This design comes from an exercise in tuning for small area, a short achievable clock period and few clock cycles per item on the open sky130 flow, not from production work. In this exercise RTL edits were held to simulation tests only and were not proved equivalent to the original. Power is estimated from default activity; no workload was simulated.

===== design/flow/design.v =====
module rtp_h264_depkt (
    input  wire       clk,
    input  wire       rst,
    input  wire       cfg_strict_f,
    input  wire       cfg_zero_byte,
    input  wire       in_valid,
    output wire       in_ready,
    input  wire [7:0] in_data,
    input  wire       in_last,
    output reg        out_valid,
    input  wire       out_ready,
    output reg  [7:0] out_data,
    output reg        res_valid,
    output reg  [2:0] res_cause,
    output reg  [4:0] res_flags
);
    localparam [2:0] C_OK         = 3'd0;
    localparam [2:0] C_SHORT      = 3'd1;
    localparam [2:0] C_FBIT       = 3'd2;
    localparam [2:0] C_TRUNC_DON  = 3'd3;
    localparam [2:0] C_TRUNC_SIZE = 3'd4;
    localparam [2:0] C_TRUNC_EXTRA= 3'd5;
    localparam [2:0] C_ZERO_SIZE  = 3'd6;
    localparam [2:0] C_TRUNC_UNIT = 3'd7;
    localparam [3:0] S_IDLE    = 4'd0;    
    localparam [3:0] S_SINGLE  = 4'd1;    
    localparam [3:0] S_FU_HDR  = 4'd2;    
    localparam [3:0] S_FU_DON  = 4'd3;    
    localparam [3:0] S_FU_DATA = 4'd4;    
    localparam [3:0] S_AG_DON  = 4'd5;    
    localparam [3:0] S_AG_SZ0  = 4'd6;    
    localparam [3:0] S_AG_SZ1  = 4'd7;    
    localparam [3:0] S_AG_EXT  = 4'd8;    
    localparam [3:0] S_AG_UNIT = 4'd9;    
    localparam [3:0] S_DRAIN   = 4'd10;   
    localparam [3:0] S_RES     = 4'd11;   
    reg  [3:0]  state;
    reg  [1:0]  pos;         
    reg  [7:5]  hdr0;        
    reg         fu_b;        
    reg  [2:0]  xtra;        
    reg         dcnt;        
    reg  [2:0]  xcnt;        
    reg  [7:0]  sz_hi;       
    reg  [15:0] size;        
    reg  [15:0] remain;      
    reg         ufirst;      
    reg         ufbit;       
    reg  [2:0]  err;         
    reg  [4:0]  sflags;      
    reg  [2:0]  pre_idx;     
    reg  [2:0]  rcause;      
    reg  [4:0]  rflags;
    function [4:0] classify(input [7:0] h);
        case (h[4:0])
            5'd1: classify = 5'b01000;    
            5'd5: classify = 5'b10000;    
            5'd6: classify = 5'b00100;    
            5'd7: classify = 5'b00001;    
            5'd8: classify = 5'b00010;    
            default: classify = 5'b00000;
        endcase
    endfunction
    function zero_byte_applies(input [7:0] h, input zb);
        zero_byte_applies = zb && (h[4:0] == 5'd6 || h[4:0] == 5'd7 || h[4:0] == 5'd8);
    endfunction
    wire [4:0] t0 = in_data[4:0];
    wire       can_emit = !out_valid || out_ready;
    wire [7:0] fu_hdr = {hdr0[7:5], in_data[4:0]};
    reg       need_pre;
    reg [2:0] pre_len;
    always @(*) begin
        need_pre = 1'b0;
        pre_len  = 3'd3;
        case (state)
            S_IDLE: if (t0 >= 5'd1 && t0 <= 5'd23) begin
                need_pre = 1'b1;
                pre_len  = zero_byte_applies(in_data, cfg_zero_byte) ? 3'd4 : 3'd3;
            end
            S_FU_HDR: if (in_data[7]) begin
                need_pre = 1'b1;
                pre_len  = 3'd3;
            end
            S_AG_UNIT: if (ufirst) begin
                need_pre = 1'b1;
                pre_len  = zero_byte_applies(in_data, cfg_zero_byte) ? 3'd4 : 3'd3;
            end
            default: ;
        endcase
    end
    wire pre_busy = in_valid && need_pre && (pre_idx != pre_len);
    reg emit_byte;
    always @(*) begin
        case (state)
            S_IDLE:    emit_byte = need_pre;
            S_SINGLE:  emit_byte = 1'b1;
            S_FU_HDR:  emit_byte = in_data[7];
            S_FU_DATA: emit_byte = 1'b1;
            S_AG_UNIT: emit_byte = 1'b1;
            default:   emit_byte = 1'b0;
        endcase
    end
    assign in_ready = (state != S_RES) && !pre_busy && (!emit_byte || can_emit);
    wire take = in_valid && in_ready;
    reg [2:0] end_cause;
    always @(*) begin
        end_cause = C_OK;
        case (state)
            S_FU_DON:  end_cause = dcnt ? C_OK : C_TRUNC_DON;
            S_AG_SZ0:  end_cause = C_TRUNC_SIZE;
            S_AG_SZ1:  end_cause = (xtra != 3'd0) ? C_TRUNC_EXTRA :
                                   ({sz_hi, in_data} == 16'd0) ? C_ZERO_SIZE : C_TRUNC_UNIT;
            S_AG_EXT:  end_cause = (xcnt != xtra - 3'd1) ? C_TRUNC_EXTRA :
                                   (size == 16'd0) ? C_ZERO_SIZE : C_TRUNC_UNIT;
            S_AG_UNIT: end_cause = (remain != 16'd1) ? C_TRUNC_UNIT :
                                   (ufirst ? (cfg_strict_f && in_data[7]) : ufbit) ? C_FBIT : C_OK;
            default:   end_cause = err;
        endcase
        if (state == S_IDLE || pos < 2'd2)
            end_cause = C_SHORT;
        else if (cfg_strict_f && hdr0[7])
            end_cause = C_FBIT;
    end
    reg [4:0] flags_now;
    always @(*) begin
        flags_now = sflags;
        if (state == S_AG_UNIT && ufirst)
            flags_now = sflags | classify(in_data);
    end
    always @(posedge clk) begin
        if (rst) begin
            state     <= S_IDLE;
            out_valid <= 1'b0;
            res_valid <= 1'b0;
            pre_idx   <= 3'd0;
        end else begin
            res_valid <= 1'b0;
            if (out_ready)
                out_valid <= 1'b0;
            if (pre_busy && can_emit) begin
                out_valid <= 1'b1;
                out_data  <= (pre_idx == pre_len - 3'd1) ? 8'h01 : 8'h00;
                pre_idx   <= pre_idx + 3'd1;
            end
            if (take) begin
                pre_idx <= 3'd0;
                if (emit_byte) begin
                    out_valid <= 1'b1;
                    out_data  <= (state == S_FU_HDR) ? fu_hdr : in_data;
                end
                if (pos != 2'd3)
                    pos <= pos + 2'd1;
                case (state)
                    S_IDLE: begin
                        hdr0   <= in_data[7:5];
                        pos    <= 2'd1;
                        err    <= C_OK;
                        sflags <= 5'd0;
                        fu_b   <= (t0 == 5'd29);
                        dcnt   <= 1'b0;
                        xtra   <= (t0 == 5'd26) ? 3'd3 : (t0 == 5'd27) ? 3'd4 : 3'd0;
                        if (t0 >= 5'd1 && t0 <= 5'd23) begin
                            sflags <= classify(in_data);
                            state  <= S_SINGLE;
                        end else if (t0 == 5'd24)
                            state <= S_AG_SZ0;
                        else if (t0 >= 5'd25 && t0 <= 5'd27)
                            state <= S_AG_DON;
                        else if (t0 == 5'd28 || t0 == 5'd29)
                            state <= S_FU_HDR;
                        else
                            state <= S_DRAIN;      
                    end
                    S_FU_HDR: begin
                        if (in_data[7])
                            sflags <= classify(fu_hdr);
                        state <= fu_b ? S_FU_DON : S_FU_DATA;
                    end
                    S_FU_DON: begin
                        dcnt <= 1'b1;
                        if (dcnt)
                            state <= S_FU_DATA;
                    end
                    S_AG_DON: begin
                        dcnt <= 1'b1;
                        if (dcnt)
                            state <= S_AG_SZ0;
                    end
                    S_AG_SZ0: begin
                        sz_hi <= in_data;
                        state <= S_AG_SZ1;
                    end
                    S_AG_SZ1: begin
                        size   <= {sz_hi, in_data};
                        remain <= {sz_hi, in_data};
                        ufirst <= 1'b1;
                        xcnt   <= 3'd0;
                        if (xtra != 3'd0)
                            state <= S_AG_EXT;
                        else if ({sz_hi, in_data} == 16'd0) begin
                            err   <= C_ZERO_SIZE;
                            state <= S_DRAIN;
                        end else
                            state <= S_AG_UNIT;
                    end
                    S_AG_EXT: begin
                        xcnt <= xcnt + 3'd1;
                        if (xcnt == xtra - 3'd1) begin
                            if (size == 16'd0) begin
                                err   <= C_ZERO_SIZE;
                                state <= S_DRAIN;
                            end else
                                state <= S_AG_UNIT;
                        end
                    end
                    S_AG_UNIT: begin
                        sflags <= flags_now;
                        ufirst <= 1'b0;
                        if (ufirst)
                            ufbit <= cfg_strict_f && in_data[7];
                        remain <= remain - 16'd1;
                        if (remain == 16'd1) begin
                            if (ufirst ? (cfg_strict_f && in_data[7]) : ufbit) begin
                                err   <= C_FBIT;
                                state <= S_DRAIN;
                            end else
                                state <= S_AG_SZ0;
                        end
                    end
                    default: ;
                endcase
                if (in_last) begin
                    rcause <= end_cause;
                    rflags <= (end_cause == C_OK) ? flags_now : 5'd0;
                    state  <= S_RES;
                end
            end
            if (state == S_RES && can_emit) begin
                res_valid <= 1'b1;
                res_cause <= rcause;
                res_flags <= rflags;
                state     <= S_IDLE;
            end
        end
    end
endmodule

===== design/flow/config.mk =====
export PLATFORM = sky130hd
export DESIGN_NAME = rtp_h264_depkt
export DESIGN_NICKNAME = rtp_h264_depkt
export VERILOG_FILES = /design/flow/design.v
export SDC_FILE = /design/flow/constraint.sdc
export NUM_CORES = 4
export LEC_CHECK = 0
export CAP_MARGIN = 20
export CORE_MARGIN = 2
export CORE_UTILIZATION = 40
export SLEW_MARGIN = 20

===== design/flow/run.sh =====
#!/bin/bash
# synth_recipe.tcl (not shown) runs the flow's synth.tcl, then flattens the netlist and writes it again
# the make line also repeats each setting of config.mk as NAME=value (left out here)
make -C /OpenROAD-flow-scripts/flow DESIGN_CONFIG=/design/flow/config.mk WORK_HOME=/design/flow/orfs CLKGATE_MAP_FILE= SYNTH_SCRIPT=/design/flow/synth_recipe.tcl finish

===== design/flow/constraint.sdc =====
create_clock -name core_clock -period 5.0 [get_ports {clk}]
set_input_delay 1.0000 -clock core_clock [delete_from_list [all_inputs] [get_ports {clk}]]
set_output_delay 1.0000 -clock core_clock [all_outputs]
set_load 0.01 [all_outputs]

==> flow_summary.toml <==
[status]
outcome = "no timing/DRC/antenna violations"

[grt]
grt_use_total = 0.184
grt-ovfl-total = 0
grt_pass1_wl_um = 18200
grt_pass1_vias = 3373
grt_max_degree = 35
antenna_found_initial = 0

[synthesis]
synth_nets = 448
ys_seq_elements = 94
synthFlopType = "edfxtp_1"
avgSynthCellArea_um2 = 11.4
ys_seq_area_frac = 0.561
ys_warn_count = 1
synth-edff-count = 85
synthArstFlopShare = 0
netlist_instances = 427
ys_types = 71
syn_area_um2 = 4870

[power_and_ir_drop]
p_leak_nw = 2.02
total_power_mw = 2.49
power_density_nw_per_um2 = 436
peakVddDrop_v = 0.000195

[setup_path]
worstPathRequired_ns = 4.00
worstPathArrival_ns = 3.39
r2r-start = "state[0]"
slowest_delay_ns = 0.58
cp_top_family = "buffers and inverters"
worstPathMaxFanout = 5
worstSetupStartpointType = "input port"
worstRegToRegCells = 8
worstPathCellList = "clkdlybuf4s50_1, or4_4, o211ai_4, a21oi_2, o211ai_4, and3_1, clkdlybuf4s50_1"
critPathKind = "input port to output port"
slowest_stage = "or4_4"
end_kind = "output port"
cp_num_buf_inv = 2
critPathLaunch = "in_data[4]"
crit_cells = 7

[sta]
maxSlewHeadroom = 0.527
period_share = 0.879
setup_tns_ns = 0
tightestPinTransition_ns = 0.709
fin_skew_ns = 0.00864
maxSlewViolCount = 0
setup_viol = 0
grt_setup_unrepaired = "no"
hold_violations = 0
min_period_ns = 4.39
fmax_mhz = 228

[cts]
numCtsBuffers = 9
cts_setup_buffers = 0
cts_sinks = 94
path_clk_slew_ns = 0.07
htreeDepth = 3
root_buffer = "clkbuf_16"
hold_buffers = 0
clk_latency_ns = 0.35
cts_resized = 0
cts_buffer_depth = 2
cts_tree = "done"

[place]
hpwl_um = 8380
routabilityCongestion = 0.883
placedInstanceArea_um2 = 5410
io_buffer_count = 33

[min_path]
hp-class = "flop to flop"
whs_path_depth = 0
min_from = "rcause[2]"

[route]
vias = 3562
dr.pass1.iters = 5
routed_wl_um = 11400
wire_per_inst_um = 18.5
drc = 0
ant_nets = 0
vias_per_cell = 5.75
first_iter_violations = 372

[floorplan]
dieHeight_um = 114
placementRows = 40
io-pin-count = 34
dieWidth_um = 114
dieArea_um2 = 13100
core-area_um2 = 12000
start_util = 0.407

[final_layout]
nets = 489
final_cell_mix = "edfxtp_1 (85), nor2_1 (39), nand2_1 (37)"
final_common_cell = "edfxtp_1"
syn_to_final_growth_pct = 17.2
stdcell_area_um2 = 5710
drive_above_1_share = 0.112
num_antenna_cells = 0

[job]
cap_viol_max_count = 0
## state kept, by name, summed over array words and instances (netlist names), 3 cells and up
| name | flops |
|---|---|
| remain | 16 |
| size | 16 |
| out_data | 8 |
| sz_hi | 8 |
| res_flags | 5 |
| rflags | 5 |
| sflags | 5 |
| state | 4 |
| hdr0 | 3 |
| pre_idx | 3 |
| rcause | 3 |
| res_cause | 3 |
| xcnt | 3 |
## metal layers
| layer | track usage | up-vias | routed length [um] |
|---|---|---|---|
| li1 | - | 1705 | - |
| met1 | 0.259 | 1713 | 5400 |
| met2 | 0.283 | 123 | 5290 |
| met3 | 0.0376 | 21 | 542 |
| met4 | 0.0691 | 0 | 207 |
| met5 | 0 | - | 0 |
## layout make-up
type | instances | area (um^2)
Tap cell | 147 | 184
Timing Repair Buffer | 50 | 458
Clock inverter | 7 | 66.3
Multi-Input combinational cell | 292 | 1960
Inverter | 21 | 78.8
Sequential cell | 94 | 2730
Fill cell | 1072 | 6260
Clock buffer | 9 | 225
## through the flow
stage                util  setup slack [ns]  hold WS, ns  std cells
floorplan               -              1.19        0.400        427
global placement    0.453             0.578        0.401        604
CTS                 0.477             0.572        0.421        620
detailed placement  0.453             0.579        0.405        604
finish              0.477             0.606        0.420        620
global route        0.477             0.511        0.429        620
## cell families (layout without fill, tap and decap cells)
group,count (synthesis),count (layout),synth area share
AND/OR/NAND/NOR,167,167,0.189
flip-flops,94,94,0.561
AO/OA/AOI/OAI,87,87,0.135
buffers and inverters,41,87,0.0360
XOR/XNOR,19,19,0.0342
multiplexers,13,13,0.0288
adder cells (fa/ha/maj),6,6,0.0154
## synth_stat cells, types with 4 or more instances
cell type | count | area [um^2]
a21oi_1 | 18 | 90.1
a31oi_1 | 8 | 50.1
and2_1 | 5 | 31.3
and3_1 | 5 | 31.3
buf_2 | 5 | 25.0
clkbuf_1 | 12 | 45.0
dfxtp_1 | 9 | 180
edfxtp_1 | 85 | 2550
ha_1 | 6 | 75.1
inv_1 | 20 | 75.1
mux2i_1 | 11 | 110
nand2_1 | 37 | 139
nand3_1 | 12 | 60.1
nand4_1 | 7 | 43.8
nor2_1 | 39 | 146
nor2b_1 | 8 | 50.1
nor3_1 | 15 | 75.1
nor4_1 | 12 | 75.1
o21ai_0 | 22 | 110
o22ai_1 | 4 | 25.0
xnor2_1 | 6 | 52.6
xor2_1 | 13 | 114
## worst reg2reg max path, cell delays in order (launching register included)
cell and delay, ns:
dfxtp_1 0.78, and4bb_1 0.29, buf_4 0.24, nand2_4 0.10, a211o_2 0.42, o211ai_4 0.10
buf_4 0.19, nand3_1 0.22, a31oi_1 0.60
## worst paths after layout
| kind | end | slack [ns] |
|---|---|---|
| hold / removal | res_cause[2] | 0.42 |
| setup / recovery | in_ready | 0.61 |
| setup reg to reg | sflags[0] | 1.71 |
| hold reg to reg | res_cause[2] | 0.42 |
## power breakdown
part           total [mW]  internal, mW  leakage, nW  switching (mW)
sequential           1.05         0.968        0.853          0.0801
clock               0.662         0.348        0.141           0.314
combinational       0.779         0.323         1.03           0.455
total                2.49          1.64         2.02           0.849
Testbench counts, summed over its fixed seeds: cycles 183,437, in bytes 177,094.

==> re-timing with driven ports <==
The results above use ideal ports. As a check the final layout listed here was re-extracted and re-timed, cells and wires unchanged. Step 1 sets driving cells, clkbuf_16 on the clock port and buf_2 on the other inputs (assumed; they add their load-dependent delay and slew). Step 2 adds t to the input delays and takes it off the output delays; t is the mean of the earliest and latest rising clock arrival at the registers after step 1. Input paths then give back, and output paths get back, about the clock's delay inside the block. a / b / c = ideal ports / drivers / drivers and shift; a / b = the first two.
t (ns): 0.386
setup WS [ns]: 0.606 / 0.579 / 0.579
hold slack, ns: 0.420 / 0.420 / 0.420
latest minus earliest clock arrival (ns): 0.010 / 0.010
cell pins on the clock port's net: 1
After both steps setup and hold are still met in this run. For this run, drivers alone change the setup slack by -0.027 ns; drivers and shift together by -0.027 ns.
